What follows belongs to an exercise in optimizing a design on an open flow for small area and a short achievable clock period; a production flow would make more cautious choices.
Where RTL was checked, it was by simulation tests only, not by an equivalence proof against the original.
For runs 6 to 10, only the layout was checked, not whether the RTL still works.
Power is estimated from default activity; no workload was simulated.

`design/flow/config.mk`:
```
export PLATFORM = sky130hd
export DESIGN_NAME = qd256
export DESIGN_NICKNAME = qd256
export VERILOG_FILES = /design/flow/design.v
export SDC_FILE = /design/flow/constraint.sdc
export NUM_CORES = 4
export LEC_CHECK = 0
export CAP_MARGIN = 20
export CORE_MARGIN = 2
export CORE_UTILIZATION = 40
export SLEW_MARGIN = 20
```
`design/flow/constraint.sdc`:
```
create_clock -name core_clock -period 10.0 [get_ports {clk}]
set_input_delay 2.0000 -clock core_clock [delete_from_list [all_inputs] [get_ports {clk}]]
set_output_delay 2.0000 -clock core_clock [all_outputs]
set_load 0.01 [all_outputs]
```
`design/flow/design.v`:
```
module qd256 (
    input  wire       clk,
    input  wire       rst,
    input  wire       cmd_valid,
    input  wire [2:0] cmd_op,
    input  wire [7:0] cmd_a,
    input  wire [7:0] cmd_b,
    output reg        res_valid,
    output reg  [7:0] res,
    output wire       err
);
    reg [7:0] acc;
    reg       err_q;
    wire       use_acc = cmd_op[2];                  
    wire       inv     = ~(cmd_op[0] ^ cmd_op[2]);   
    wire       no_b    = cmd_op[1];                  
    wire [7:0] l    = use_acc ? acc : cmd_a;
    wire [7:0] r    = no_b ? 8'h00 : cmd_b;
    wire       jl   = l[7];
    wire       sub  = jl | inv;
    wire       cin  = jl;
    wire       nout = inv & ~jl;
    wire       flip = jl & (r[0] ^ (inv & l[0]));
    wire [6:0] ro = r[6:0] ^ {7{sub}};
    wire [6:0] lo = l[6:0];
    wire [7:0] g0 = {lo & ro, cin};
    wire [7:0] p0 = {lo ^ ro, 1'b0};
    wire [7:0] s8 = {lo, cin} + {ro, cin};
    wire [6:0] cc = s8[7:1] ^ p0[7:1];
    wire [6:0] sum = p0[7:1] ^ cc;
    wire [6:0] k    = sum ^ {7{nout}} ^ {flip, 6'd0};
    wire [7:0] out  = {jl ^ r[7], k};
    wire       emits = cmd_op[2] ? ~cmd_op[1] : (cmd_op[1] ^ cmd_op[0]);
    always @(posedge clk) begin
        if (rst) begin
            acc       <= 8'h00;
            err_q     <= 1'b0;
            res_valid <= 1'b0;
        end else begin
            res_valid <= cmd_valid & emits;
            if (cmd_valid) begin
                case (cmd_op)
                    3'b011: acc <= 8'h00;
                    3'b100: acc <= out;
                    3'b101: acc <= cmd_b;
                    default: ;
                endcase
                if (cmd_op[2] & cmd_op[1])
                    err_q <= 1'b1;
            end
        end
    end
    always @(posedge clk)
        res <= out;
    assign err = err_q;
endmodule
```
`design/flow/flow/run.sh`:
```
#!/bin/bash
# Own layout flow: the standard flow (standard synthesis unchanged) with
# plain buf_1 port buffers, an internal setup target for repair_timing
# (flow/knobs.txt) and, after CTS, a downsizing pass that keeps that target.
set -euo pipefail
cd "$(dirname "${BASH_SOURCE[0]}")/.."
KNOBS=$(cat flow/knobs.txt)
for h in flow/*.hook.tcl; do
  [ -e "$h" ] || continue
  v=$(basename "$h" .hook.tcl)
  export "${v}_TCL=$PWD/$h"
done
# shellcheck disable=SC2086
bash standard.sh $KNOBS \
  "BUFFER_PORTS_ARGS=-buffer_cell sky130_fd_sc_hd__buf_1" finish > make_finish.log 2>&1
```
`design/flow/flow/POST_CTS.hook.tcl`:
```
# Downsize cells that are faster than the internal setup target needs.
puts "hook: recover area after CTS"
estimate_parasitics -placement
repair_timing -recover_power 100 -setup_margin $::env(SETUP_SLACK_MARGIN) -verbose
detailed_placement
```
`design/flow/flow/knobs.txt`:
```
SETUP_SLACK_MARGIN=5.5
```
`design/flow/standard.sh`:
```
#!/bin/bash
# synth_recipe.tcl (not shown) runs the flow's synth.tcl, then flattens the netlist and writes it again
# the make line also repeats each setting of config.mk as NAME=value (left out here)
make -C /OpenROAD-flow-scripts/flow DESIGN_CONFIG=/design/flow/config.mk WORK_HOME=/design/flow/orfs CLKGATE_MAP_FILE= SYNTH_SCRIPT=/design/flow/synth_recipe.tcl "${@:-finish}"
```
==> reports/qor.txt, run 1 <==
Die area: 3540 sq um
Post-route ant nets: 0
VDD IR max: 0.0585 mV
Detailed Route Iter0 Violations: 34
Cell with the most instances after synthesis: dfxtp_1
Final Hold Viols: 0
Pins Over Slew Limit: 0
Latest clock arrival within the worst-skew pair: 0.30 ns
Cell row count: 20
Initial antenna violation count: 0
R2r endpoint: acc[6]
Critical path class: primary input to flip-flop
Seq/Total Area, Yosys: 29.3%
Synth area leaders: dfxtp_1, xnor2_1, ha_1
Vias in the first global route: 1088
IO buf count: 31
Synth Flop Type: dfxtp_1
Post-synth design cell area: 1230 sq um
Largest area contributor in the netlist: dfxtp_1
Initial Utilization: 41.3%
Unrepaired setup endpoints after global routing: false
TritonCTS Buffers: 3
Crit path from: cmd_op[2]
Worst Path Required: 10.23 ns
Fin nets: 196
Die Ht: 59.5 um
CTS tree: done
Ys Warns: 1
CTS root buf: clkbuf_4
Core area: 2980 sq um
DP Worst Slack: 4.67 ns
Post-synthesis cell count: 132
Largest net degree at the start of global routing: 19
Drt first pass iters: 4
# IOs: 32
CP Max Fanout: 18
Clock Skew: 0.00327 ns
R2R setup slack: 7.50 ns
Critical path endpoint: acc[6]
P_leak: 0.573 nW
Global placer's final weighted congestion: 0.845
Setup-failing EPs final: 0
Sink Count: 18
Final wirelength: 2930 um
Fmax: 235 MHz
Ant diodes: 0
Syn avg cell area: 9.33 sq um
Synth top area share: 29.3%
Setup Total Neg Slack: 0 ns
Clock-pin slew on the worst setup and hold paths: 0.11 ns
Worst Setup End Kind: flip-flop
Die W: 59.5 um
CTS HTree Levels: 1
Layout Utilization: 48.1%
Worst-case clock buffer depth: 2
WP data arrival: 4.48 ns
Hold Path Stages: 2
Final HPWL DP: 2110 um
R2R cell count: 10
PD cells: 153 nW/um^2
Most common library cells after synthesis: dfxtp_1, xnor2_1, a21oi_1, ha_1
Max-cap violations: 0
Synth Register Bits: 18
Slew HR: 43.5%
Total track usage: 18.1%
Reg-to-reg startpoint: acc[7]
Dpl cell area: 1360 sq um
Final worst path period share: 42.5%
Worst-Margin Slew: 0.841 ns
Final setup margin: 5.75 ns
Status: finished clean
Worst setup SP type: primary input
Post-synthesis cell type count: 36
Vias/cell: 5.61
Total nets after synthesis: 163
Post-route DRC: 0
Global-route wire length before repair: 4770 um
Filler cells: 305
WL per Instance: 14.9 um
Design Area, Final: 1430 sq um
Area Overhead vs Synth: 16.4%
Ys async rst share: 0%
Layout cells sized above 1: 12.2%
Tmin final: 4.25 ns
Via Count: 1106
HP Class: flip-flop to flip-flop
Post-synth EDFFs: 0
Gr ovfl total: 0
repair_timing:
action / 4_1_cts / 5_1_grt
hold buffers: 0 / 0
setup endpoints to repair: 9 / 11
resized for setup: 6 / 9
pin swaps: 0 / 0
setup buffers: 0 / 2
final cells by class:
class	count	area (sq um)	share of cell area, %
flip-flops and latches	18	360	25.2
inverters	7	26.3	1.83
clock buffers	4	36.3	2.53
repair buffers	33	135	9.43
well taps	33	41.3	2.88
multi-input cells	102	833	58.2
flip-flops by register name, indices dropped and copies added, names as in the netlist:
register / count
acc: 8
err_q: 1
res: 8
res_valid: 1
per-layer routing:
metal	GRT usage, %	routed length (um)	up-vias
met3	1.97	150	9
met1	22.8	1320	516
met5	0	0	-
met4	10.4	68	0
met2	29.8	1400	40
li1	-	-	541
cells by family after synthesis:
family	share of synthesized area (%)
AO/OA/AOI/OAI	19.0
AND/OR/NAND/NOR	12.6
XOR/XNOR	16.9
flip-flops	29.3
buffers and inverters	4.27
multiplexers	8.84
adder cells (fa/ha/maj)	9.15
how the worst min path moves through the flow:
stage | start | end
CTS | err_q | err_q
global route | err_q | err_q
finish | err_q | err_q
global placement | err_q | err_q
detailed placement | err_q | err_q
floorplan | acc[5] | acc[5]
per-stage QoR:
stage	power (mW)	hold WS, ns	std cells
2_1_floorplan	0.151	0.493	132
3_5_place_dp	0.173	0.478	191
4_1_cts	0.220	0.507	195
3_3_place_gp	0.171	0.454	191
5_1_grt	0.237	0.531	197
6_report	0.219	0.492	197
critical path, stage by stage:
cell and delay [ns]:
clkbuf_4 0.28, mux2i_4 0.32, nand2_2 0.16, xnor2_1 0.22
ha_1 0.30, a21o_1 0.17, a2bb2oi_1 0.19, o21ai_1 0.13
a31oi_1 0.23, xor3_1 0.36, o22ai_1 0.11
cell usage in the layout (no fill, tap or decap), drive strengths merged, types with 3 or more instances in the layout:
master  synthesis  layout
buf             2      30
dfxtp          18      18
xnor2          17      17
a21oi           9       9
ha              9       9
mux2            7       7
nand2           7       7
clkbuf          3       7
inv             6       6
nor2            5       5
xor2            4       4
nand3           4       4
a32oi           4       4
a21o            3       3
nor3            3       3
nor2b           3       3
mux2i           3       3
a31oi           3       3
and3            3       3
power breakdown:
group	total (mW)	internal, mW	switching (mW)	leakage (nW)
Clock	0.0456	0.0222	0.0234	0.0210
Sequential	0.0886	0.0854	0.00326	0.148
Combinational	0.0848	0.0377	0.0471	0.404
Total	0.219	0.145	0.0737	0.573
==> run 2, diff against run 1 <==
==> design/flow/flow/PRE_FLOORPLAN.hook.tcl (new file) <==
# Re-map the synthesized logic for area (registers are left as they are);
# repair_timing later in the flow sizes the critical paths back up.
puts "hook: restructure for area"
if { [env_var_exists_and_non_empty DONT_USE_CELLS] } {
  set_dont_use $::env(DONT_USE_CELLS)
}
report_design_area
file mkdir $::env(OBJECTS_DIR)/rmp
restructure -target area -liberty_file [lindex $::env(LIB_FILES) 0] \
  -tielo_port sky130_fd_sc_hd__conb_1/LO -tiehi_port sky130_fd_sc_hd__conb_1/HI \
  -work_dir $::env(OBJECTS_DIR)/rmp -abc_logfile $::env(LOG_DIR)/rmp_abc.log
report_design_area
==> design/flow/flow/knobs.txt (replaced) <==
SETUP_SLACK_MARGIN=6.0
removed: design/flow/flow/POST_CTS.hook.tcl
==> reports/qor.txt, run 2 <==
Syn avg cell area: 7.46 sq um (was 9.33 sq um)
Ys Warns: 1 (unchanged)
R2R cell count: 14 (was 10)
Crit-path max cell delay: 0.22 ns (was 0.36 ns)
Fmax: 246 MHz (was 235 MHz)
Setup-failing EPs final: 0 (unchanged)
Pins Over Slew Limit: 0 (unchanged)
Worst-Margin Slew: 0.553 ns (was 0.841 ns)
Fin nets: 210 (was 196)
Most frequent cells in the layout: buf_1, dfxtp_1, nand2_1 (was buf_1, dfxtp_1, xnor2_1)
Worst Setup End Kind: flip-flop (unchanged)
# IOs: 32 (unchanged)
WL per Instance: 14.6 um (was 14.9 um)
Slowest stage cell, crit path: o22a_1 (was xor3_1)
Max-cap violations: 0 (unchanged)
Worst-case clock buffer depth: 2 (unchanged)
Worst Path Required: 10.17 ns (was 10.23 ns)
Global-route wire length before repair: 4820 um (was 4770 um)
VDD IR max: 0.0888 mV (was 0.0585 mV)
Initial antenna violation count: 0 (unchanged)
Filler cells: 232 (was 305)
Detailed Route Iter0 Violations: 50 (was 34)
HP Class: flip-flop to flip-flop (unchanged)
Cell row count: 18 (was 20)
Global placer's final weighted congestion: 0.870 (was 0.845)
CTS root buf: clkbuf_4 (unchanged)
Die area: 2960 sq um (was 3540 sq um)
Biggest regs: acc: 8 flops, res: 8 flops (unchanged)
Largest net degree at the start of global routing: 14 (was 19)
CP Max Fanout: 7 (was 18)
Post-route DRC: 0 (unchanged)
Total nets after synthesis: 158 (was 163)
Hold WS: 0.482 ns (was 0.492 ns)
Core area: 2430 sq um (was 2980 sq um)
Clock-pin slew on the worst setup and hold paths: 0.11 ns (about the same)
Slew HR: 63.1% (was 43.5%)
Crit path max-delay family: compound AO/OA/AOI/OAI gates (unchanged)
Critical path class: primary input to flip-flop (unchanged)
Post-synth design cell area: 1010 sq um (was 1230 sq um)
Latest clock arrival within the worst-skew pair: 0.29 ns (was 0.30 ns)
Hold Path Stages: 2 (unchanged)
Commonest non-fill, non-tap cell in the layout: buf_1 (unchanged)
CTS tree: done (unchanged)
PD cells: 137 nW/um^2 (was 153 nW/um^2)
CTS HTree Levels: 1 (unchanged)
Setup Total Neg Slack: 0 ns (unchanged)
Area Overhead vs Synth: 46.0% (was 16.4%)
CP dominant cell by count: o22a_1
TritonCTS Buffers: 3 (unchanged)
Layout Utilization: 60.9% (was 48.1%)
Drt first pass iters: 4 (unchanged)
Final Hold Viols: 0 (unchanged)
Unrepaired setup endpoints after global routing: true (was false)
Final HPWL DP: 2180 um (was 2110 um)
Ant diodes: 0 (unchanged)
Final wirelength: 3160 um (was 2930 um)
Tmin final: 4.06 ns (was 4.25 ns)
Initial Utilization: 41.7% (was 41.3%)
Die Ht: 54.4 um (was 59.5 um)
Post-synthesis cell count: 136 (was 132)
Crit path buf inv count: 3 (was 1)
IO buf count: 31 (unchanged)
Layout cells sized above 1: 21.5% (was 12.2%)
Critical path depth in cells: 16 (was 11)
P_leak: 0.546 nW (was 0.573 nW)
Post-route ant nets: 0 (unchanged)
Vias/cell: 5.61 (about the same)
Sink Count: 18 (unchanged)
Total power: 203 uW (was 219 uW)
Worst setup SP type: primary input (unchanged)
Hold-fix buffers, CTS: 0 (unchanged)
Final worst path period share: 40.6% (was 42.5%)
Vias in the first global route: 1081 (was 1088)
Clock Skew: 0.00872 ns (was 0.00327 ns)
WP data arrival: 4.23 ns (was 4.48 ns)
Die W: 54.4 um (was 59.5 um)
Via Count: 1211 (was 1106)
Gr ovfl total: 0 (unchanged)
Total track usage: 23.2% (was 18.1%)
Status: finished clean (unchanged)
Critical path cell sequence: buf_16 > clkinv_16 > o22ai_4 > nand2_4 > inv_8 > a22oi_2 > o22a_1 > o22a_1 > o22a_1 > o22a_1 > o22a_1 > o2bb2ai_2 > nor2_1 > a21oi_1 > a222oi_1 > nor2_1 (was clkbuf_4 > mux2i_4 > nand2_2 > xnor2_1 > ha_1 > a21o_1 > a2bb2oi_1 > o21ai_1 > a31oi_1 > xor3_1 > o22ai_1)
-- run 2: changes by cell type in the layout (fill, tap and decap cells not counted), moves of 4 or more --
cell,change
ha_1,-9
buf_4,+14
xnor2_1,-12
xor2_1,-4
nor2_1,+11
mux2_2,-7
a21oi_1,+4
o22a_1,+6
o22ai_1,+5
nand2_1,+11
o21ai_0,+10
clkinv_1,+8
inv_1,-6
-- run 2: per-stage QoR --
stage,setup slack [ns],instance area [sq um],std cells
global route,5.83,1480,216
floorplan,5.90,1090,136
detailed placement,4.81,1240,197
CTS,6.00,1420,212
global placement,4.93,1240,197
finish,5.94,1480,216
-- run 2: cell type report --
type | count | area, sq um | share of cell area [%]
sequential | 18 | 360 | 24.3
timing repair buffer | 47 | 269 | 18.2
inverter | 14 | 92.6 | 6.25
tap | 30 | 37.5 | 2.53
multi-input combinational | 104 | 699 | 47.2
clock buffer | 3 | 22.5 | 1.52
-- run 2: metal layers --
metal  global-route usage (%)  vias to the layer above  wire, um
met5                        0                        -         0
met4                     8.75                        0        61
met3                     3.55                        6       257
met2                     39.6                       46      1470
met1                     29.1                      546      1370
li1                         -                      613         -
-- run 2: report_power, final --
part / internal, mW / total [mW] / switching [mW]
Combinational: 0.0361 / 0.0818 / 0.0457
Sequential: 0.0814 / 0.0841 / 0.00264
Clock: 0.0140 / 0.0367 / 0.0227
-- run 2: what timing repair did --
action                     4_1_cts  5_1_grt
resized for setup               19        7
pin swaps                        9        4
setup endpoints to repair       11        3
setup buffers                   12        4
-- run 2: final timing paths --
check        startpoint  endpoint  slack, ns
max           cmd_op[2]    acc[5]       5.94
max reg2reg      acc[7]    acc[5]       7.40
min               err_q     err_q       0.48
min reg2reg       err_q     err_q       0.48
-- run 2: worst reg2reg max path, stage by stage, from the launching register on --
cell       delay (ns)
dfxtp_1          0.38
o22ai_4          0.23
nand2_4          0.13
inv_8            0.10
a22oi_2          0.07
o22a_1           0.18
o22a_1           0.20
o22a_1           0.18
o22a_1           0.18
o22a_1           0.22
o2bb2ai_2        0.15
nor2_1           0.11
a21oi_1          0.06
a222oi_1         0.21
nor2_1           0.08
==> run 3, diff against run 2 <==
==> design/flow/flow/knobs.txt (replaced) <==
SETUP_SLACK_MARGIN=5.0
==> reports/qor.txt, run 3 <==
Layout cells sized above 1: 3.53% (was 21.5%)
Cell row count: 18 (unchanged)
Ant diodes: 0 (unchanged)
CTS tree: done (unchanged)
DP Worst Slack: 4.37 ns (was 4.81 ns)
Total nets after synthesis: 158 (unchanged)
Total power: 182 uW (was 203 uW)
Die area: 2960 sq um (unchanged)
Core area: 2430 sq um (unchanged)
PD cells: 152 nW/um^2 (was 137 nW/um^2)
Slew HR: 68.5% (was 63.1%)
Crit-path max cell delay: 0.26 ns (was 0.22 ns)
Worst Path Required: 10.17 ns (about the same)
HP Class: flip-flop to flip-flop (unchanged)
Post-synthesis cell count: 136 (unchanged)
Post-synth design cell area: 1010 sq um (unchanged)
Critical path class: primary input to flip-flop (unchanged)
Hold Path Stages: 2 (unchanged)
Pint: 119 uW (was 131 uW)
Placed insts: 197 (unchanged)
CP dominant cell by count: o22a_1 (unchanged)
Setup bufs post-CTS: 0 (was 12)
Clock network power share: 20.4% (was 18.1%)
# IOs: 32 (unchanged)
Setup-failing EPs final: 0 (unchanged)
Initial antenna violation count: 0 (unchanged)
Tmin final: 4.74 ns (was 4.06 ns)
Worst-Margin Slew: 0.472 ns (was 0.553 ns)
Global placer's final weighted congestion: 0.899 (was 0.870)
Fmax: 211 MHz (was 246 MHz)
Unrepaired setup endpoints after global routing: false (was true)
Most frequent cells in the layout: buf_1, dfxtp_1, nand2_1 (unchanged)
Critical path depth in cells: 17 (was 16)
Crit path max-delay family: compound AO/OA/AOI/OAI gates (unchanged)
WP data arrival: 4.91 ns (was 4.23 ns)
Psw: 63.5 uW (was 71.0 uW)
IO buf count: 31 (unchanged)
Post-route DRC: 0 (unchanged)
Filler cells: 258 (was 232)
Die W: 54.4 um (unchanged)
Latest clock arrival within the worst-skew pair: 0.30 ns (was 0.29 ns)
Final wirelength: 2690 um (was 3160 um)
Fin nets: 194 (was 210)
Die Ht: 54.4 um (unchanged)
Worst setup SP type: primary input (unchanged)
VDD IR max: 0.0857 mV (was 0.0888 mV)
Final setup margin: 5.26 ns (was 5.94 ns)
CTS root buf: clkbuf_4 (unchanged)
Commonest non-fill, non-tap cell in the layout: buf_1 (unchanged)
Pins Over Slew Limit: 0 (unchanged)
Biggest regs: acc: 8 flops, res: 8 flops (unchanged)
Global-route wire length before repair: 4260 um (was 4820 um)
Max-cap violations: 0 (unchanged)
Via Count: 1128 (was 1211)
Final HPWL DP: 2070 um (was 2180 um)
Area Overhead vs Synth: 17.8% (was 46.0%)
Sink Count: 18 (unchanged)
Critical path cell sequence: buf_2 > inv_4 > nor2_1 > a21oi_1 > nand2_1 > clkinv_1 > o22ai_1 > o21ai_0 > o22a_1 > o22a_1 > o22a_1 > o22a_1 > o2bb2ai_1 > nor2_1 > a21oi_1 > a222oi_1 > nor2_1 (was buf_16 > clkinv_16 > o22ai_4 > nand2_4 > inv_8 > a22oi_2 > o22a_1 > o22a_1 > o22a_1 > o22a_1 > o22a_1 > o2bb2ai_2 > nor2_1 > a21oi_1 > a222oi_1 > nor2_1)
Final worst path period share: 47.4% (was 40.6%)
TritonCTS Buffers: 3 (unchanged)
Post-route ant nets: 0 (unchanged)
Final Hold Viols: 0 (unchanged)
P_leak: 0.413 nW (was 0.546 nW)
Crit path buf inv count: 3 (unchanged)
Detailed Route Iter0 Violations: 25 (was 50)
Drt first pass iters: 4 (unchanged)
Gr ovfl total: 0 (unchanged)
Ys Warns: 1 (unchanged)
R2R cell count: 14 (unchanged)
Fin cells: 200 (was 216)
Comb power frac: 33.4% (was 40.4%)
CTS HTree Levels: 1 (unchanged)
Slowest stage cell, crit path: o22ai_1 (was o22a_1)
Switching share of power: 34.9% (was 35.1%)
Vias in the first global route: 964 (was 1081)
Hold WS: 0.477 ns (was 0.482 ns)
CP Max Fanout: 13 (was 7)
Largest net degree at the start of global routing: 14 (unchanged)
Clock-pin slew on the worst setup and hold paths: 0.11 ns (about the same)
Initial Utilization: 41.7% (unchanged)
Clock Skew: 0.00922 ns (was 0.00872 ns)
WL per Instance: 13.4 um (was 14.6 um)
Vias/cell: 5.64 (was 5.61)
Seq pwr share: 46.3% (was 41.5%)
Worst-case clock buffer depth: 2 (unchanged)
Worst Setup End Kind: flip-flop (unchanged)
Status: finished clean (unchanged)
Syn avg cell area: 7.46 sq um (unchanged)
Setup Total Neg Slack: 0 ns (unchanged)
Total track usage: 20.3% (was 23.2%)
==> run 3: path summary, 6_finish.rpt <==
kind,end,slack (ns),start
setup / recovery,acc[5],5.26,cmd_op[2]
hold / removal,err_q,0.48,err_q
setup reg to reg,acc[5],7.00,acc[7]
hold reg to reg,err_q,0.48,err_q
==> run 3: what timing repair did <==
item / CTS / global route
hold buffers: 0 / 0
endpoints found under the setup margin: 4 / 2
pin swaps: 0 / 0
gates cloned: 0 / 0
resized for setup: 2 / 2
endpoints found under the hold margin: 0 / 0
==> run 3: layout make-up <==
class,count,area (sq um),area share (%)
multi-input combinational,104,602,50.4
inverter,14,55.1,4.61
timing repair buffer,31,118,9.84
tap,30,37.5,3.14
sequential,18,360,30.2
clock buffer,3,22.5,1.88
==> run 3: tightest hold or removal path, stage by stage (launching register included) <==
cell and delay [ns]:
dfxtp_1 0.34, a21oi_1 0.04, nor2_1 0.07
==> run 3: layer usage <==
layer	global-route usage [%]	vias up	wire length, um
li1	-	585	-
met1	24.8	510	1230
met2	35.1	31	1290
met4	7.92	0	15
met5	0	-	0
met3	3.55	2	153
==> run 3: power by group through the flow <==
stage / Clock [mW] / Combinational, mW / Sequential (mW)
after global routing: 0.0421 / 0.0684 / 0.0855
after global placement: 0 / 0.0601 / 0.0858
after floorplan: 0 / 0.0372 / 0.0905
after CTS: 0.0391 / 0.0608 / 0.0844
after detailed placement: 0 / 0.0603 / 0.0859
final: 0.0371 / 0.0608 / 0.0843
==> run 3: metrics by stage <==
| stage | utilization [%] | area, sq um |
|---|---|---|
| 4_1_cts | 49.1 | 1190 |
| 6_report | 49.1 | 1190 |
| 5_1_grt | 49.1 | 1190 |
| 3_5_place_dp | 48.0 | 1170 |
| 2_1_floorplan | - | 1010 |
| 3_3_place_gp | 48.0 | 1170 |
==> run 4, diff against run 3 <==
==> design/flow/flow/knobs.txt (replaced) <==
SETUP_SLACK_MARGIN=4.5
==> reports/qor.txt, run 4 <==
Global-route wire length before repair: 4260 um (unchanged)
WP data arrival: 5.17 ns (was 4.91 ns)
Final wirelength: 2700 um (was 2690 um)
Clock Skew: 0.00906 ns (was 0.00922 ns)
Pins Over Slew Limit: 0 (unchanged)
Slew HR: 68.2% (was 68.5%)
Max-cap violations: 0 (unchanged)
Drt first pass iters: 4 (unchanged)
Crit-path max cell delay: 0.31 ns (was 0.26 ns)
CP dominant cell by count: o22a_1 (unchanged)
Critical path class: primary input to flip-flop (unchanged)
Latest clock arrival within the worst-skew pair: 0.30 ns (about the same)
Post-route ant nets: 0 (unchanged)
Psw: 64.0 uW (was 63.5 uW)
Post-synth design cell area: 1010 sq um (unchanged)
TritonCTS Buffers: 3 (unchanged)
Largest net degree at the start of global routing: 14 (unchanged)
CTS HTree Levels: 1 (unchanged)
Status: finished clean (unchanged)
Sink Count: 18 (unchanged)
HP Class: flip-flop to flip-flop (unchanged)
Dpl cell area: 1170 sq um (unchanged)
Most frequent cells in the layout: buf_1, dfxtp_1, nand2_1 (unchanged)
Worst Setup End Kind: flip-flop (unchanged)
Setup bufs post-CTS: 0 (unchanged)
PD cells: 153 nW/um^2 (was 152 nW/um^2)
Layout cells sized above 1: 2.94% (was 3.53%)
Crit path buf inv count: 3 (unchanged)
Core area: 2430 sq um (unchanged)
Design Area, Final: 1200 sq um (was 1190 sq um)
Die W: 54.4 um (unchanged)
Die area: 2960 sq um (unchanged)
Via Count: 1129 (was 1128)
Seq pwr share: 46.2% (was 46.3%)
Pint: 119 uW (about the same)
CTS tree: done (unchanged)
Syn avg cell area: 7.46 sq um (unchanged)
Vias/cell: 5.65 (was 5.64)
Ant diodes: 0 (unchanged)
# IOs: 32 (unchanged)
Post-route DRC: 0 (unchanged)
Vias in the first global route: 964 (unchanged)
Crit path max-delay family: compound AO/OA/AOI/OAI gates (unchanged)
Switching share of power: 35.0% (was 34.9%)
Clock network power share: 20.5% (was 20.4%)
Tmin final: 4.99 ns (was 4.74 ns)
Area Overhead vs Synth: 17.9% (was 17.8%)
Initial Utilization: 41.7% (unchanged)
Final worst path period share: 49.9% (was 47.4%)
Fmax: 200 MHz (was 211 MHz)
Cell row count: 18 (unchanged)
CTS root buf: clkbuf_4 (unchanged)
VDD IR max: 0.0859 mV (was 0.0857 mV)
Unrepaired setup endpoints after global routing: false (unchanged)
Hold WS: 0.477 ns (about the same)
Gr ovfl total: 0 (unchanged)
Fin nets: 194 (unchanged)
Worst-case clock buffer depth: 2 (unchanged)
Clock-pin slew on the worst setup and hold paths: 0.11 ns (about the same)
Detailed Route Iter0 Violations: 25 (unchanged)
Critical path cell sequence: clkbuf_2 > clkinvlp_4 > nor2_1 > a21oi_1 > nand2_1 > clkinv_1 > o22ai_1 > o21ai_0 > o22a_1 > o22a_1 > o22a_1 > o22a_1 > o2bb2ai_1 > nor2_1 > a21oi_1 > a222oi_1 > nor2_1 (was buf_2 > inv_4 > nor2_1 > a21oi_1 > nand2_1 > clkinv_1 > o22ai_1 > o21ai_0 > o22a_1 > o22a_1 > o22a_1 > o22a_1 > o2bb2ai_1 > nor2_1 > a21oi_1 > a222oi_1 > nor2_1)
Ys Warns: 1 (unchanged)
Worst-Margin Slew: 0.477 ns (was 0.472 ns)
Final HPWL DP: 2070 um (unchanged)
Layout Utilization: 49.2% (was 49.1%)
Commonest non-fill, non-tap cell in the layout: buf_1 (unchanged)
P_leak: 0.406 nW (was 0.413 nW)
Die Ht: 54.4 um (unchanged)
IO buf count: 31 (unchanged)
Initial antenna violation count: 0 (unchanged)
Comb power frac: 33.3% (was 33.4%)
Worst setup SP type: primary input (unchanged)
Final Hold Viols: 0 (unchanged)
Biggest regs: acc: 8 flops, res: 8 flops (unchanged)
WL per Instance: 13.5 um (was 13.4 um)
R2R setup slack: 7.00 ns (about the same)
Setup-failing EPs final: 0 (unchanged)
Setup Total Neg Slack: 0 ns (unchanged)
Worst Path Required: 10.17 ns (about the same)
Total nets after synthesis: 158 (unchanged)
Post-synthesis cell count: 136 (unchanged)
Hold-fix buffers, CTS: 0 (unchanged)
CP Max Fanout: 13 (unchanged)
Slowest stage cell, crit path: clkinvlp_4 (was o22ai_1)
Final setup margin: 5.01 ns (was 5.26 ns)
DP Worst Slack: 4.37 ns (unchanged)
Global placer's final weighted congestion: 0.899 (unchanged)
Total track usage: 20.3% (unchanged)
[run 4: cell types whose count changed in the layout (fill, tap and decap cells not counted), sizes merged]
cell | previous run | this run
buf | 31 | 30
clkinv | 12 | 13
clkbuf | 3 | 4
inv | 2 | 0
clkinvlp | 0 | 1
[run 4: layout make-up]
type                    instances  area, sq um
multi-input cells             104          602
clock buffers                   3         22.5
inverters                      14         56.3
fillers                       257         1240
repair buffers                 31          118
flip-flops and latches         18          360
well taps                      30         37.5
[run 4: through the flow]
stage	power [mW]	cells
after floorplan	0.128	136
after global placement	0.146	197
after detailed placement	0.146	197
after CTS	0.184	200
after global routing	0.196	200
final	0.183	200
[run 4: per-layer routing]
layer / wire length, um / GRT usage (%)
met1: 1220 / 24.8
met2: 1280 / 35.1
met3: 187 / 3.55
met4: 15 / 7.92
met5: 0 / 0
[run 4: worst paths after layout]
path                                to  cells past startpoint  startpoint
worst min-delay path             err_q                      2       err_q
worst min register to register   err_q                      2       err_q
worst max register to register  acc[5]                     14      acc[7]
worst max-delay path            acc[5]                     17   cmd_op[2]
[run 4: repair_timing]
action	in CTS	in global routing
endpoints found under the hold margin	0	0
setup endpoints to repair	0	3
resized for setup	0	2
[run 4: worst register-to-register path, cell delays in order (launching register included)]
cell and delay, ns:
dfxtp_1 0.38, o22ai_1 0.15, nand2_1 0.18, clkinv_1 0.21, o22ai_1 0.26, o21ai_0 0.18
o22a_1 0.25, o22a_1 0.22, o22a_1 0.19, o22a_1 0.22, o2bb2ai_1 0.15, nor2_1 0.10
a21oi_1 0.07, a222oi_1 0.24, nor2_1 0.07
[run 4: power groups by stage]
stage	Clock [mW]	Sequential, mW	Combinational, mW
2_1_floorplan	0	0.0905	0.0372
4_1_cts	0.0391	0.0844	0.0606
3_3_place_gp	0	0.0858	0.0601
3_5_place_dp	0	0.0859	0.0603
6_report	0.0375	0.0843	0.0609
5_1_grt	0.0421	0.0855	0.0683
==> run 5, diff against run 4 <==
==> design/flow/flow/knobs.txt (replaced) <==
SETUP_SLACK_MARGIN=6.5
==> reports/qor.txt, run 5 <==
R2R cell count: 14 (unchanged)
IO buf count: 31 (unchanged)
CP Max Fanout: 7 (was 13)
Setup-failing EPs final: 0 (unchanged)
Via Count: 1223 (was 1129)
Tmin final: 4.05 ns (was 4.99 ns)
Ys Warns: 1 (unchanged)
Core area: 2430 sq um (unchanged)
Post-route ant nets: 0 (unchanged)
Die Ht: 54.4 um (unchanged)
# IOs: 32 (unchanged)
Pins Over Slew Limit: 0 (unchanged)
Vias in the first global route: 1136 (was 964)
Biggest regs: acc: 8 flops, res: 8 flops (unchanged)
DP Worst Slack: 4.80 ns (was 4.37 ns)
Die area: 2960 sq um (unchanged)
Initial antenna violation count: 0 (unchanged)
Placed insts: 197 (unchanged)
Vias/cell: 5.64 (was 5.65)
VDD IR max: 0.105 mV (was 0.0859 mV)
Latest clock arrival within the worst-skew pair: 0.29 ns (was 0.30 ns)
CTS root buf: clkbuf_4 (unchanged)
WL per Instance: 14.7 um (was 13.5 um)
Post-route DRC: 0 (unchanged)
CTS HTree Levels: 1 (unchanged)
Area Overhead vs Synth: 47.5% (was 17.9%)
Unrepaired setup endpoints after global routing: true (was false)
Hold-fix buffers, CTS: 0 (unchanged)
Final HPWL DP: 2230 um (was 2070 um)
Layout cells sized above 1: 21.9% (was 2.94%)
Gr ovfl total: 0 (unchanged)
Total nets after synthesis: 158 (unchanged)
Hold WS: 0.485 ns (was 0.477 ns)
Commonest non-fill, non-tap cell in the layout: buf_1 (unchanged)
Setup Total Neg Slack: 0 ns (unchanged)
Detailed Route Iter0 Violations: 51 (was 25)
Worst Setup End Kind: flip-flop (unchanged)
Total track usage: 23.6% (was 20.3%)
Total power: 201 uW (was 183 uW)
Sink Count: 18 (unchanged)
Fin cells: 217 (was 200)
Worst setup SP type: primary input (unchanged)
Status: finished clean (unchanged)
WP data arrival: 4.26 ns (was 5.17 ns)
Critical path class: primary input to flip-flop (unchanged)
HP Class: flip-flop to flip-flop (unchanged)
Final Hold Viols: 0 (unchanged)
Worst-Margin Slew: 0.560 ns (was 0.477 ns)
PD cells: 134 nW/um^2 (was 153 nW/um^2)
Syn avg cell area: 7.46 sq um (unchanged)
Final wirelength: 3200 um (was 2700 um)
Fin nets: 211 (was 194)
Initial Utilization: 41.7% (unchanged)
Largest net degree at the start of global routing: 11 (was 14)
Dpl cell area: 1250 sq um (was 1170 sq um)
Hold Path Stages: 2 (unchanged)
Clock Skew: 0.00158 ns (was 0.00906 ns)
Max-cap violations: 0 (unchanged)
Design Area, Final: 1500 sq um (was 1200 sq um)
Post-synth design cell area: 1010 sq um (unchanged)
P_leak: 0.552 nW (was 0.406 nW)
Final setup margin: 5.95 ns (was 5.01 ns)
Final worst path period share: 40.5% (was 49.9%)
Layout Utilization: 61.5% (was 49.2%)
Fmax: 247 MHz (was 200 MHz)
CTS tree: done (unchanged)
Clock-pin slew on the worst setup and hold paths: 0.10 ns (was 0.11 ns)
Worst Path Required: 10.21 ns (was 10.17 ns)
Die W: 54.4 um (unchanged)
Slew HR: 62.6% (was 68.2%)
Global-route wire length before repair: 4950 um (was 4260 um)
Drt first pass iters: 4 (unchanged)
TritonCTS Buffers: 3 (unchanged)
Ant diodes: 0 (unchanged)
Cell row count: 18 (unchanged)
Global placer's final weighted congestion: 0.847 (was 0.899)
Post-synthesis cell count: 136 (unchanged)
Most frequent cells in the layout: buf_1, dfxtp_1, buf_4 (was buf_1, dfxtp_1, nand2_1)
Worst-case clock buffer depth: 2 (unchanged)
[run 5: final timing paths]
path | from | to | slack, ns
max | cmd_op[2] | acc[4] | 5.95
min | err_q | err_q | 0.48
max reg2reg | acc[7] | acc[4] | 7.44
min reg2reg | err_q | err_q | 0.48
[run 5: report_power, final]
part	switching, mW	leakage (nW)	internal [mW]
registers	0.00280	0.149	0.0814
logic	0.0456	0.389	0.0356
clock network	0.0214	0.0138	0.0140
total	0.0698	0.552	0.131
[run 5: final cells by class]
class / instances / area (sq um)
clock buffer: 3 / 22.5
fill: 230 / 936
inverter: 14 / 98.8
multi-input combinational: 104 / 697
sequential: 18 / 360
tap: 30 / 37.5
timing repair buffer: 48 / 280
[run 5: timing repair]
action                                  CTS  global route
buffers inserted                         15             2
pin swaps                                11             5
gates resized for setup                  21             4
endpoints found under the setup margin   12            10
hold endpoints to repair                  0             0
[run 5: metal layers]
layer	part of all wire, %	global-route usage [%]	vias to the layer above	routed length, um
li1	-	-	612	-
met3	7.2	3.83	6	230
met4	1.3	7.08	0	43
met1	44	29.3	563	1410
met5	0	0	-	0
met2	47	41.4	42	1520
[run 5: critical path: stages]
cell	delay [ns]
buf_16	0.13
clkinv_16	0.06
nor2_4	0.04
a21oi_4	0.15
nand2_4	0.10
clkinv_4	0.09
a22oi_2	0.07
o22a_1	0.18
o22a_1	0.20
o22a_1	0.18
o22a_1	0.20
buf_4	0.14
xnor2_1	0.20
nand2_1	0.07
o21ai_0	0.14
a21oi_1	0.11
a211oi_1	0.18
==> run 6, diff against run 5 <==
--- a/design/flow/design.v
+++ b/design/flow/design.v
@@ -27,4 +27,8 @@
     wire [7:0] p0 = {lo ^ ro, 1'b0};
-    wire [7:0] s8 = {lo, cin} + {ro, cin};
-    wire [6:0] cc = s8[7:1] ^ p0[7:1];
+    wire [7:0] g1 = g0 | (p0 & {g0[6:0], 1'b0});
+    wire [7:0] p1 = p0 & {p0[6:0], 1'b0};
+    wire [7:0] g2 = g1 | (p1 & {g1[5:0], 2'b0});
+    wire [7:0] p2 = p1 & {p1[5:0], 2'b0};
+    wire [7:0] g3 = g2 | (p2 & {g2[3:0], 4'b0});
+    wire [6:0] cc = g3[6:0];
     wire [6:0] sum = p0[7:1] ^ cc;
==> design/flow/flow/knobs.txt (replaced) <==
SETUP_SLACK_MARGIN=5.5
==> reports/qor.txt, run 6 <==
First Err: [ERROR EST-0104] inconsistent parasitics state
Post-synth design cell area: 1080 sq um (was 1010 sq um)
Initial Utilization: 42.9% (was 41.7%)
Exit stage: 2_1_floorplan
Post-synthesis cell count: 152 (was 136)
Die W: 56.0 um (was 54.4 um)
Syn avg cell area: 7.11 sq um (was 7.46 sq um)
Cell row count: 18 (unchanged)
Status: aborted with a tool error (was finished clean)
Die Ht: 56.0 um (was 54.4 um)
Ys Warns: 1 (unchanged)
==> run 7, diff against run 6 <==
==> design/flow/flow/knobs.txt (replaced) <==
SETUP_SLACK_MARGIN=6.0
==> reports/qor.txt, run 7 <==
Status: aborted with a tool error (unchanged)
Exit stage: 2_1_floorplan (unchanged)
First Err: [ERROR EST-0104] inconsistent parasitics state (unchanged)
Post-synth design cell area: 1080 sq um (unchanged)
Post-synthesis cell count: 152 (unchanged)
Ys Warns: 1 (unchanged)
Cell row count: 18 (unchanged)
Die W: 56.0 um (unchanged)
Initial Utilization: 42.9% (unchanged)
Syn avg cell area: 7.11 sq um (unchanged)
Die Ht: 56.0 um (unchanged)
==> run 8, diff against run 7 <==
--- a/design/flow/design.v
+++ b/design/flow/design.v
@@ -19,16 +19,32 @@
     wire       jl   = l[7];
-    wire       sub  = jl | inv;
-    wire       cin  = jl;
-    wire       nout = inv & ~jl;
+    wire       negr = jl;
+    wire       negl = inv & ~jl;
+    wire       cin  = negr | negl;
+    wire       nout = 1'b0;
     wire       flip = jl & (r[0] ^ (inv & l[0]));
-    wire [6:0] ro = r[6:0] ^ {7{sub}};
-    wire [6:0] lo = l[6:0];
+    wire [6:0] ro = r[6:0] ^ {7{negr}};
+    wire [6:0] lo = l[6:0] ^ {7{negl}};
     wire [7:0] g0 = {lo & ro, cin};
     wire [7:0] p0 = {lo ^ ro, 1'b0};
-    wire [7:0] g1 = g0 | (p0 & {g0[6:0], 1'b0});
-    wire [7:0] p1 = p0 & {p0[6:0], 1'b0};
-    wire [7:0] g2 = g1 | (p1 & {g1[5:0], 2'b0});
-    wire [7:0] p2 = p1 & {p1[5:0], 2'b0};
-    wire [7:0] g3 = g2 | (p2 & {g2[3:0], 4'b0});
-    wire [6:0] cc = g3[6:0];
+    wire [7:0] G1, P1, G2, P2, G3;
+    assign G1[0]=g0[0]; assign P1[0]=p0[0];
+    assign G1[1]=g0[1]|(p0[1]&g0[0]); assign P1[1]=p0[1]&p0[0];
+    assign G1[2]=g0[2]; assign P1[2]=p0[2];
+    assign G1[3]=g0[3]|(p0[3]&g0[2]); assign P1[3]=p0[3]&p0[2];
+    assign G1[4]=g0[4]; assign P1[4]=p0[4];
+    assign G1[5]=g0[5]|(p0[5]&g0[4]); assign P1[5]=p0[5]&p0[4];
+    assign G1[6]=g0[6]; assign P1[6]=p0[6];
+    assign G1[7]=g0[7]|(p0[7]&g0[6]); assign P1[7]=p0[7]&p0[6];
+    assign G2[1:0]=G1[1:0]; assign P2[1:0]=P1[1:0];
+    assign G2[2]=G1[2]|(P1[2]&G1[1]); assign P2[2]=P1[2]&P1[1];
+    assign G2[3]=G1[3]|(P1[3]&G1[1]); assign P2[3]=P1[3]&P1[1];
+    assign G2[5:4]=G1[5:4]; assign P2[5:4]=P1[5:4];
+    assign G2[6]=G1[6]|(P1[6]&G1[5]); assign P2[6]=P1[6]&P1[5];
+    assign G2[7]=G1[7]|(P1[7]&G1[5]); assign P2[7]=P1[7]&P1[5];
+    assign G3[3:0]=G2[3:0];
+    assign G3[4]=G2[4]|(P2[4]&G2[3]);
+    assign G3[5]=G2[5]|(P2[5]&G2[3]);
+    assign G3[6]=G2[6]|(P2[6]&G2[3]);
+    assign G3[7]=G2[7]|(P2[7]&G2[3]);
+    wire [6:0] cc = G3[6:0];
     wire [6:0] sum = p0[7:1] ^ cc;
==> design/flow/flow/knobs.txt (replaced) <==
SETUP_SLACK_MARGIN=5.5
==> reports/qor.txt, run 8 <==
Vias/cell: 5.74
Area Overhead vs Synth: 28.9%
Initial Utilization: 42.5% (was 42.9%)
TritonCTS Buffers: 3
Status: finished clean (was aborted with a tool error)
Worst Path Required: 10.22 ns
Unrepaired setup endpoints after global routing: false
Gr ovfl total: 0
Syn avg cell area: 7.91 sq um (was 7.11 sq um)
Layout cells sized above 1: 16.4%
Post-synth design cell area: 1050 sq um (was 1080 sq um)
Most frequent cells in the layout: buf_1, dfxtp_1, nor2_1
Filler cells: 260
DP Worst Slack: 4.46 ns
Design Area, Final: 1360 sq um
CP Max Fanout: 12
Hold-fix buffers, CTS: 0
Post-route ant nets: 0
Final HPWL DP: 2050 um
Global-route wire length before repair: 4730 um
# IOs: 32
Final Hold Viols: 0
Post-route DRC: 0
Dpl cell area: 1220 sq um
Setup Total Neg Slack: 0 ns
Max-cap violations: 0
Latest clock arrival within the worst-skew pair: 0.29 ns
R2R setup slack: 7.38 ns
PD cells: 145 nW/um^2
Total track usage: 19.3%
Slew HR: 51.5%
R2R cell count: 15
Clock Skew: 0.00406 ns
Final setup margin: 5.78 ns
WP data arrival: 4.44 ns
Fin cells: 201
Critical path endpoint: acc[6]
Crit path from: cmd_op[2]
Worst setup SP type: primary input
Die Ht: 55.3 um (was 56.0 um)
Die W: 55.3 um (was 56.0 um)
HP Class: flip-flop to flip-flop
Pins Over Slew Limit: 0
Commonest non-fill, non-tap cell in the layout: buf_1
Core area: 2480 sq um
Worst-case clock buffer depth: 2
Fin nets: 195
IO buf count: 31
Ys Warns: 1 (unchanged)
CTS HTree Levels: 1
Cell row count: 18 (unchanged)
Critical path class: primary input to flip-flop
Die area: 3060 sq um
Drt first pass iters: 4
Initial antenna violation count: 0
Reg-to-reg startpoint: acc[7]
Via Count: 1154
Biggest regs: acc: 8 flops, res: 8 flops
Total nets after synthesis: 155
VDD IR max: 0.0835 mV
Setup-failing EPs final: 0
Worst-Margin Slew: 0.725 ns
Placed insts: 194
R2r endpoint: acc[6]
Clock-pin slew on the worst setup and hold paths: 0.10 ns
Largest net degree at the start of global routing: 20
Final wirelength: 2910 um
Post-synthesis cell count: 133 (was 152)
Sink Count: 18
Worst min-delay path startpoint: err_q
CTS root buf: clkbuf_4
Final worst path period share: 42.2%
WL per Instance: 14.5 um
Fmax: 237 MHz
P_leak: 0.476 nW
CTS tree: done
Ant diodes: 0
Global placer's final weighted congestion: 0.812
Worst Setup End Kind: flip-flop
Tmin final: 4.22 ns
Detailed Route Iter0 Violations: 27
Vias in the first global route: 1050
Total power: 197 uW
-- run 8: how the worst min path moves through the flow --
stage | endpoint | slack, ns | cells past startpoint
final | err_q | 0.49 | 2
after global routing | err_q | 0.55 | 2
after CTS | err_q | 0.49 | 2
after detailed placement | err_q | 0.47 | 2
after global placement | err_q | 0.45 | 2
after floorplan | acc[0] | 0.45 | 2
-- run 8: report_power, final --
| part | switching [mW] | internal, mW | total [mW] |
|---|---|---|---|
| Combinational | 0.0444 | 0.0329 | 0.0773 |
| Clock | 0.0219 | 0.0140 | 0.0358 |
| Sequential | 0.00253 | 0.0815 | 0.0840 |
| Total | 0.0688 | 0.128 | 0.197 |
-- run 8: layout make-up --
type,instances,area [sq um],share of cell area (%)
Clock buffer,3,22.5,1.66
Tap cell,30,37.5,2.77
Timing Repair Buffer,35,153,11.3
Multi-Input combinational cell,103,723,53.3
Inverter,12,60.1,4.43
Sequential cell,18,360,26.6
-- run 8: critical path: stages --
cell and delay (ns):
clkbuf_4 0.21, clkinv_4 0.14, nor2_4 0.16, nor2_2 0.08, clkinv_2 0.10, a21oi_1 0.06
a31oi_2 0.19, nor2_1 0.07, o21ai_2 0.17, clkinv_1 0.09, o21ai_2 0.16, clkinv_1 0.12
o21ai_2 0.17, o22ai_1 0.13, o21a_1 0.23, a2bb2oi_2 0.16, clkinv_1 0.07, o22ai_1 0.13
-- run 8: repair_timing --
action / CTS / global route
pin swaps: 1 / 1
resized for setup: 10 / 13
cloned: 0 / 0
buffers inserted: 3 / 1
setup endpoints to repair: 8 / 5
-- run 8: metrics by stage --
stage                     hold WS (ns)  utilization, %
after CTS                        0.494            52.3
after floorplan                  0.451               -
after detailed placement         0.471            49.4
final                            0.489            54.7
after global routing             0.552            54.7
after global placement           0.446            49.4
-- run 8: routing by layer --
metal	part of all wire (%)	wire [um]	global-route usage, %
met2	47	1380	31.1
met5	0	0	0
met1	48	1380	26.6
met4	0.62	18	6.27
met3	4.5	131	2.34
==> run 9, diff against run 8 <==
==> design/flow/flow/knobs.txt (replaced) <==
SETUP_SLACK_MARGIN=6.0
==> reports/qor.txt, run 9 <==
WL per Instance: 15.7 um (was 14.5 um)
Sink Count: 18 (unchanged)
Commonest non-fill, non-tap cell in the layout: buf_1 (unchanged)
Detailed Route Iter0 Violations: 35 (was 27)
Pins Over Slew Limit: 0 (unchanged)
Post-synthesis cell count: 133 (unchanged)
Worst setup SP type: primary input (unchanged)
# IOs: 32 (unchanged)
Clock-pin slew on the worst setup and hold paths: 0.11 ns (was 0.10 ns)
Fin nets: 202 (was 195)
Initial Utilization: 42.5% (unchanged)
Most frequent cells in the layout: buf_1, dfxtp_1, nor2_1 (unchanged)
WP data arrival: 4.07 ns (was 4.44 ns)
Worst-Margin Slew: 0.847 ns (was 0.725 ns)
Area Overhead vs Synth: 47.0% (was 28.9%)
CTS root buf: clkbuf_4 (unchanged)
TritonCTS Buffers: 3 (unchanged)
Seq pwr share: 38.2% (was 42.6%)
Gr ovfl total: 0 (unchanged)
Final Hold Viols: 0 (unchanged)
Slew HR: 43.4% (was 51.5%)
Max-cap violations: 0 (unchanged)
Worst Setup End Kind: flip-flop (unchanged)
Clock Skew: 0.0102 ns (was 0.00406 ns)
Critical path class: primary input to flip-flop (unchanged)
Latest clock arrival within the worst-skew pair: 0.30 ns (was 0.29 ns)
Reg-to-reg startpoint: acc[7] (unchanged)
Setup Total Neg Slack: 0 ns (unchanged)
CTS tree: done (unchanged)
Ys Warns: 1 (unchanged)
CP Max Fanout: 7 (was 12)
Die area: 3060 sq um (unchanged)
Post-synth design cell area: 1050 sq um (unchanged)
Core area: 2480 sq um (unchanged)
Syn avg cell area: 7.91 sq um (unchanged)
Setup-failing EPs final: 0 (unchanged)
Ant diodes: 0 (unchanged)
Area occupied by multi-input gates: 786 sq um (was 723 sq um)
Pint: 144 uW (was 128 uW)
Largest net degree at the start of global routing: 16 (was 20)
Hold WS: 0.487 ns (was 0.489 ns)
Global-route wire length before repair: 5060 um (was 4730 um)
Switching share of power: 34.9% (about the same)
Post-route ant nets: 0 (unchanged)
IO buf count: 31 (unchanged)
Post-route DRC: 0 (unchanged)
CTS HTree Levels: 1 (unchanged)
Final wirelength: 3280 um (was 2910 um)
Cell row count: 18 (unchanged)
Die W: 55.3 um (unchanged)
Final HPWL DP: 2130 um (was 2050 um)
Total nets after synthesis: 155 (unchanged)
Clock network power share: 21.0% (was 18.2%)
Total track usage: 20.8% (was 19.3%)
Crit path from: cmd_op[2] (unchanged)
Comb power frac: 40.8% (was 39.2%)
Global placer's final weighted congestion: 0.826 (was 0.812)
Reg area: 360 sq um (unchanged)
Via Count: 1234 (was 1154)
Vias/cell: 5.90 (was 5.74)
P_leak: 0.562 nW (was 0.476 nW)
Worst min-delay path startpoint: err_q (unchanged)
Worst Path Required: 10.18 ns (was 10.22 ns)
Layout cells sized above 1: 24.6% (was 16.4%)
Worst-case clock buffer depth: 2 (unchanged)
Fmax: 257 MHz (was 237 MHz)
Tmin final: 3.89 ns (was 4.22 ns)
Drt first pass iters: 4 (unchanged)
PD cells: 142 nW/um^2 (was 145 nW/um^2)
Initial antenna violation count: 0 (unchanged)
Vias in the first global route: 1086 (was 1050)
VDD IR max: 0.0889 mV (was 0.0835 mV)
Biggest regs: acc: 8 flops, res: 8 flops (unchanged)
HP Class: flip-flop to flip-flop (unchanged)
Unrepaired setup endpoints after global routing: false (unchanged)
Psw: 76.8 uW (was 68.8 uW)
Die Ht: 55.3 um (unchanged)
Filler cells: 229 (was 260)
Final worst path period share: 38.9% (was 42.2%)
Hold-fix buffers, CTS: 0 (unchanged)
Status: finished clean (unchanged)
==> run 9: per-layer routing <==
layer  wire (um)  track usage, %  part of all wire, %
met5           0               0                    0
met3         138            2.81                  4.2
met4          35            7.32                  1.1
met1        1510            29.2                   46
met2        1600            32.5                   49
==> run 9: area by class of cell <==
class,instances,area share [%]
clock buffer,4,2.35
sequential,18,23.3
multi-input combinational,103,50.8
tap,30,2.43
timing repair buffer,42,15.2
inverter,12,5.91
==> run 9: repair_timing <==
action,4_1_cts,5_1_grt
endpoints found under the setup margin,11,5
setup buffers,6,5
hold endpoints to repair,0,0
gates resized for setup,21,12
pin swaps,4,10
==> run 9: worst max-delay path, cell delays in order <==
cell,delay [ns]
buf_16,0.12
clkinv_16,0.06
nor2_4,0.17
nor2_4,0.07
clkinv_4,0.07
a21oi_1,0.05
a31oi_2,0.23
nor2_2,0.09
o21ai_2,0.19
inv_2,0.06
o21ai_4,0.16
inv_2,0.06
o21ai_4,0.16
o22ai_2,0.10
o21a_1,0.22
a2bb2oi_2,0.15
inv_2,0.05
o22ai_1,0.05
==> run 9: worst paths after layout <==
| kind | to | slack [ns] | cells past startpoint |
|---|---|---|---|
| setup / recovery | acc[6] | 6.11 | 18 |
| setup reg to reg | acc[6] | 7.54 | 15 |
| hold / removal | err_q | 0.49 | 2 |
| hold reg to reg | err_q | 0.49 | 2 |
==> run 9: per-stage QoR <==
stage / std cells / setup slack, ns / power (mW) / utilization [%] / cell area, sq um
after floorplan: 133 / 5.86 / 0.140 / - / 1150
after global placement: 194 / 4.90 / 0.159 / 52.5 / 1300
after detailed placement: 194 / 4.81 / 0.160 / 52.5 / 1300
after CTS: 204 / 6.01 / 0.214 / 58.8 / 1460
after global routing: 209 / 5.96 / 0.233 / 62.4 / 1550
final: 209 / 6.11 / 0.220 / 62.4 / 1550
==> run 9: power by group through the flow <==
| stage | clock, mW | sequential [mW] | combinational [mW] |
|---|---|---|---|
| after detailed placement | 0 | 0.0857 | 0.0741 |
| after global routing | 0.0502 | 0.0852 | 0.0974 |
| final | 0.0463 | 0.0841 | 0.0899 |
| after global placement | 0 | 0.0859 | 0.0736 |
| after CTS | 0.0482 | 0.0841 | 0.0814 |
| after floorplan | 0 | 0.0907 | 0.0488 |
==> run 10, diff against run 9 <==
--- a/design/flow/design.v
+++ b/design/flow/design.v
@@ -19,9 +19,8 @@
     wire       jl   = l[7];
-    wire       negr = jl;
-    wire       negl = inv & ~jl;
-    wire       cin  = negr | negl;
-    wire       nout = 1'b0;
+    wire       sub  = jl | inv;
+    wire       cin  = jl;
+    wire       nout = inv & ~jl;
     wire       flip = jl & (r[0] ^ (inv & l[0]));
-    wire [6:0] ro = r[6:0] ^ {7{negr}};
-    wire [6:0] lo = l[6:0] ^ {7{negl}};
+    wire [6:0] ro = r[6:0] ^ {7{sub}};
+    wire [6:0] lo = l[6:0];
     wire [7:0] g0 = {lo & ro, cin};
@@ -53,2 +52,7 @@
     wire       emits = cmd_op[2] ? ~cmd_op[1] : (cmd_op[1] ^ cmd_op[0]);
+    wire       v_enc = cmd_valid & (cmd_op == 3'b100);
+    wire       v_dec = cmd_valid & (cmd_op == 3'b101);
+    wire       v_clr = cmd_valid & (cmd_op == 3'b011);
+    wire       hold  = ~(v_enc | v_dec | v_clr);
+    wire [7:0] acc_d = ({8{v_enc}} & out) | ({8{v_dec}} & cmd_b) | ({8{hold}} & acc);
     always @(posedge clk) begin
@@ -60,12 +64,5 @@
             res_valid <= cmd_valid & emits;
-            if (cmd_valid) begin
-                case (cmd_op)
-                    3'b011: acc <= 8'h00;
-                    3'b100: acc <= out;
-                    3'b101: acc <= cmd_b;
-                    default: ;
-                endcase
-                if (cmd_op[2] & cmd_op[1])
-                    err_q <= 1'b1;
-            end
+            acc       <= acc_d;
+            if (cmd_valid & cmd_op[2] & cmd_op[1])
+                err_q <= 1'b1;
         end
==> design/flow/flow/run.sh (replaced) <==
#!/bin/bash
# Own layout flow: the standard synthesis unchanged, then the logic
# between the registers re-mapped for area by OpenROAD's restructure (ABC),
# then the standard layout with plain buf_1 port buffers and an internal
# setup target for repair_timing (flow/knobs.txt).
set -euo pipefail
cd "$(dirname "${BASH_SOURCE[0]}")/.."
KNOBS=$(cat flow/knobs.txt)
RES=$PWD/orfs/results/$FLOW_PLATFORM/qd256/base
bash standard.sh synth > make_synth.log 2>&1
mkdir -p rmp_work
RES=$RES LIB=$FLOW_HOME/platforms/$FLOW_PLATFORM/lib/sky130_fd_sc_hd__tt_025C_1v80.lib \
  openroad -no_init -exit flow/rmp.tcl > openroad_rmp.log 2>&1
# shellcheck disable=SC2086
bash standard.sh $KNOBS \
  "BUFFER_PORTS_ARGS=-buffer_cell sky130_fd_sc_hd__buf_1" finish > make_finish.log 2>&1
==> design/flow/flow/knobs.txt (replaced) <==
SETUP_SLACK_MARGIN=5.5
==> design/flow/flow/rmp.tcl (new file) <==
# Re-map the synthesized logic for area; registers and ports are untouched.
read_liberty $::env(LIB)
read_db $::env(RES)/1_synth.odb
read_sdc $::env(RES)/1_synth.sdc
set_dont_use {sky130_fd_sc_hd__probe_p_8 sky130_fd_sc_hd__probec_p_8 sky130_fd_sc_hd__lpflow_*}
report_design_area
restructure -target area -liberty_file $::env(LIB) \
  -tielo_port sky130_fd_sc_hd__conb_1/LO -tiehi_port sky130_fd_sc_hd__conb_1/HI \
  -work_dir rmp_work -abc_logfile rmp_work/abc.log
report_design_area
write_db $::env(RES)/1_synth.odb
removed: design/flow/flow/PRE_FLOORPLAN.hook.tcl
==> reports/qor.txt, run 10 <==
Status: finished clean (unchanged)
Latest clock arrival within the worst-skew pair: 0.29 ns (was 0.30 ns)
Gr ovfl total: 0 (unchanged)
Setup-failing EPs final: 0 (unchanged)
Largest net degree at the start of global routing: 16 (unchanged)
Switching share of power: 34.3% (was 34.9%)
Worst setup SP type: primary input (unchanged)
Total power: 211 uW (was 220 uW)
Fmax: 231 MHz (was 257 MHz)
Tmin final: 4.34 ns (was 3.89 ns)
Area Overhead vs Synth: 43.9% (was 47.0%)
CP Max Fanout: 4 (was 7)
WL per Instance: 14.2 um (was 15.7 um)
Initial Utilization: 43.1% (was 42.5%)
CTS root buf: clkbuf_4 (unchanged)
Commonest non-fill, non-tap cell in the layout: buf_1 (unchanged)
Vias in the first global route: 1014 (was 1086)
Post-synth design cell area: 981 sq um (was 1050 sq um)
Final wirelength: 2960 um (was 3280 um)
Global-route wire length before repair: 4570 um (was 5060 um)
Psw: 72.4 uW (was 76.8 uW)
Worst-case clock buffer depth: 2 (unchanged)
Core area: 2280 sq um (was 2480 sq um)
Cell row count: 17 (was 18)
Comb power frac: 38.0% (was 40.8%)
M1 WL: 1380 um (was 1510 um)
# IOs: 32 (unchanged)
Global placer's final weighted congestion: 0.846 (was 0.826)
Ant diodes: 0 (unchanged)
Biggest regs: acc: 8 flops, res: 8 flops (unchanged)
Worst-Margin Slew: 0.631 ns (was 0.847 ns)
Routed wl met2: 1410 um (was 1600 um)
Pins Over Slew Limit: 0 (unchanged)
Post-synthesis cell count: 129 (was 133)
Syn avg cell area: 7.60 sq um (was 7.91 sq um)
Filler cells: 217 (was 229)
IO buf count: 31 (unchanged)
Clock Skew: 0.00144 ns (was 0.0102 ns)
Area occupied by multi-input gates: 654 sq um (was 786 sq um)
Ys Warns: 1 (unchanged)
Post-route ant nets: 0 (unchanged)
Dpl cell area: 1190 sq um (was 1300 sq um)
Hold-fix buffers, CTS: 0 (unchanged)
Clock network power share: 21.8% (was 21.0%)
WP data arrival: 4.55 ns (was 4.07 ns)
Final Hold Viols: 0 (unchanged)
Die area: 2860 sq um (was 3060 sq um)
R2R cell count: 18 (was 15)
TritonCTS Buffers: 3 (unchanged)
Detailed Route Iter0 Violations: 75 (was 35)
Seq pwr share: 40.2% (was 38.2%)
Design Area, Final: 1410 sq um (was 1550 sq um)
CTS HTree Levels: 1 (unchanged)
Clock-pin slew on the worst setup and hold paths: 0.11 ns (about the same)
Via Count: 1180 (was 1234)
Die W: 53.5 um (was 55.3 um)
Fin nets: 204 (was 202)
Hold Path Stages: 2 (unchanged)
Max-cap violations: 0 (unchanged)
Sink Count: 18 (unchanged)
Hold WS: 0.484 ns (was 0.487 ns)
Critical path class: primary input to flip-flop (unchanged)
Top layer in use: met4 (unchanged)
HP Class: flip-flop to flip-flop (unchanged)
CTS tree: done (unchanged)
Pint: 139 uW (was 144 uW)
Reg area: 360 sq um (unchanged)
Slew HR: 57.9% (was 43.4%)
Total track usage: 21.8% (was 20.8%)
Die Ht: 53.5 um (was 55.3 um)
Drt first pass iters: 5 (was 4)
P_leak: 0.527 nW (was 0.562 nW)
Most frequent cells in the layout: buf_1, dfxtp_1, nor2_1 (unchanged)
Worst Path Required: 10.21 ns (was 10.18 ns)
WL met3: 165 um (was 138 um)
Initial antenna violation count: 0 (unchanged)
PD cells: 150 nW/um^2 (was 142 nW/um^2)
Unrepaired setup endpoints after global routing: false (unchanged)
Layout cells sized above 1: 21.5% (was 24.6%)
Vias/cell: 5.65 (was 5.90)
Post-route DRC: 0 (unchanged)
Total nets after synthesis: 151 (was 155)
Setup Total Neg Slack: 0 ns (unchanged)
Worst Setup End Kind: flip-flop (unchanged)
VDD IR max: 0.0812 mV (was 0.0889 mV)
Final HPWL DP: 1940 um (was 2130 um)
Final worst path period share: 43.4% (was 38.9%)
-- run 10: worst paths after layout --
| check | startpoint | end | slack (ns) |
|---|---|---|---|
| worst max register to register | acc[7] | acc[6] | 7.19 |
| worst min register to register | err_q | err_q | 0.48 |
| worst min-delay path | err_q | err_q | 0.48 |
| worst max-delay path | cmd_a[7] | acc[6] | 5.66 |
-- run 10: power groups by stage --
stage                     clock, mW  combinational (mW)  sequential, mW
final                        0.0461              0.0804          0.0849
after global routing         0.0491              0.0898          0.0860
after global placement            0              0.0612          0.0865
after floorplan                   0              0.0377          0.0913
after CTS                    0.0465              0.0679          0.0850
after detailed placement          0              0.0619          0.0867
-- run 10: timing repair --
item | 4_1_cts | 5_1_grt
pin swaps | 6 | 8
buffers inserted | 6 | 8
gates resized for setup | 7 | 15
hold endpoints to repair | 0 | 0
setup endpoints to repair | 8 | 3
-- run 10: layer usage --
metal	GRT usage, %	vias up
met5	0	-
met4	6.84	0
met3	3.11	2
met2	32.5	34
met1	32.0	545
li1	-	599
-- run 10: worst max-delay path, stage by stage --
cell and delay [ns]:
buf_1 0.12, o22ai_4 0.24, inv_4 0.06, nor3_4 0.24
buf_6 0.14, a21oi_1 0.04, a31oi_2 0.21, nand2_1 0.11
o21ai_2 0.10, o22ai_2 0.10, o21ai_2 0.18, nor2_1 0.07
nor2_2 0.17, o22ai_2 0.10, xnor2_2 0.18, nor2_1 0.08
a21oi_2 0.12, clkinv_1 0.09, o32ai_2 0.20
-- run 10: area by class of cell --
class,count,share of cell area (%)
inverters,12,4.34
clock buffers,4,2.57
repair buffers,48,18.7
multi-input cells,99,46.4
well taps,28,2.48
flip-flops and latches,18,25.5
-- run 10: stage by stage --
step / std cells / setup slack [ns] / util [%]
after floorplan: 129 / 5.49 / -
final: 209 / 5.66 / 62.0
after global placement: 191 / 4.46 / 52.4
after global routing: 209 / 5.41 / 62.0
after detailed placement: 191 / 4.37 / 52.4
after CTS: 201 / 5.50 / 57.0

## separate check: timing with driven ports
In the flow no input, the clock included, has a driving cell. The finished layouts below were timed again as built, in two steps. Step 1 sets driving cells, clkbuf_16 on the clock port and buf_2 on the other inputs (assumed; they add their load-dependent delay and slew). Step 2 moves the port delays by t, midway between the first and last clock arrival at a register: inputs arrive t later, outputs are due t later. That takes back most of the time a late clock gives input paths. Three values: ideal, step 1, step 2; two values: the first two.
run | shift t [ns] | slack for setup (ns) | worst slew at a driven data input, ns
run 1 | 0.316 | 5.750 / 5.748 / 5.432 | 0.03
run 2 | 0.307 | 5.935 / 5.863 / 5.556 | 0.09
run 3 | 0.315 | 5.263 / 5.264 / 4.950 | 0.04
run 4 | 0.318 | 5.007 / 5.007 / 4.690 | 0.04
run 5 | 0.310 | 5.952 / 5.892 / 5.582 | 0.08
run 8 | 0.306 | 5.780 / 5.778 / 5.472 | 0.03
run 9 | 0.318 | 6.106 / 6.040 / 5.722 | 0.09
run 10 | 0.311 | 5.664 / 5.632 / 5.321 | 0.06
After both steps every run listed still meets setup and hold. The setup slack of run 9, which loses most, moves by -0.066 ns with the drivers and by -0.384 ns with both steps.
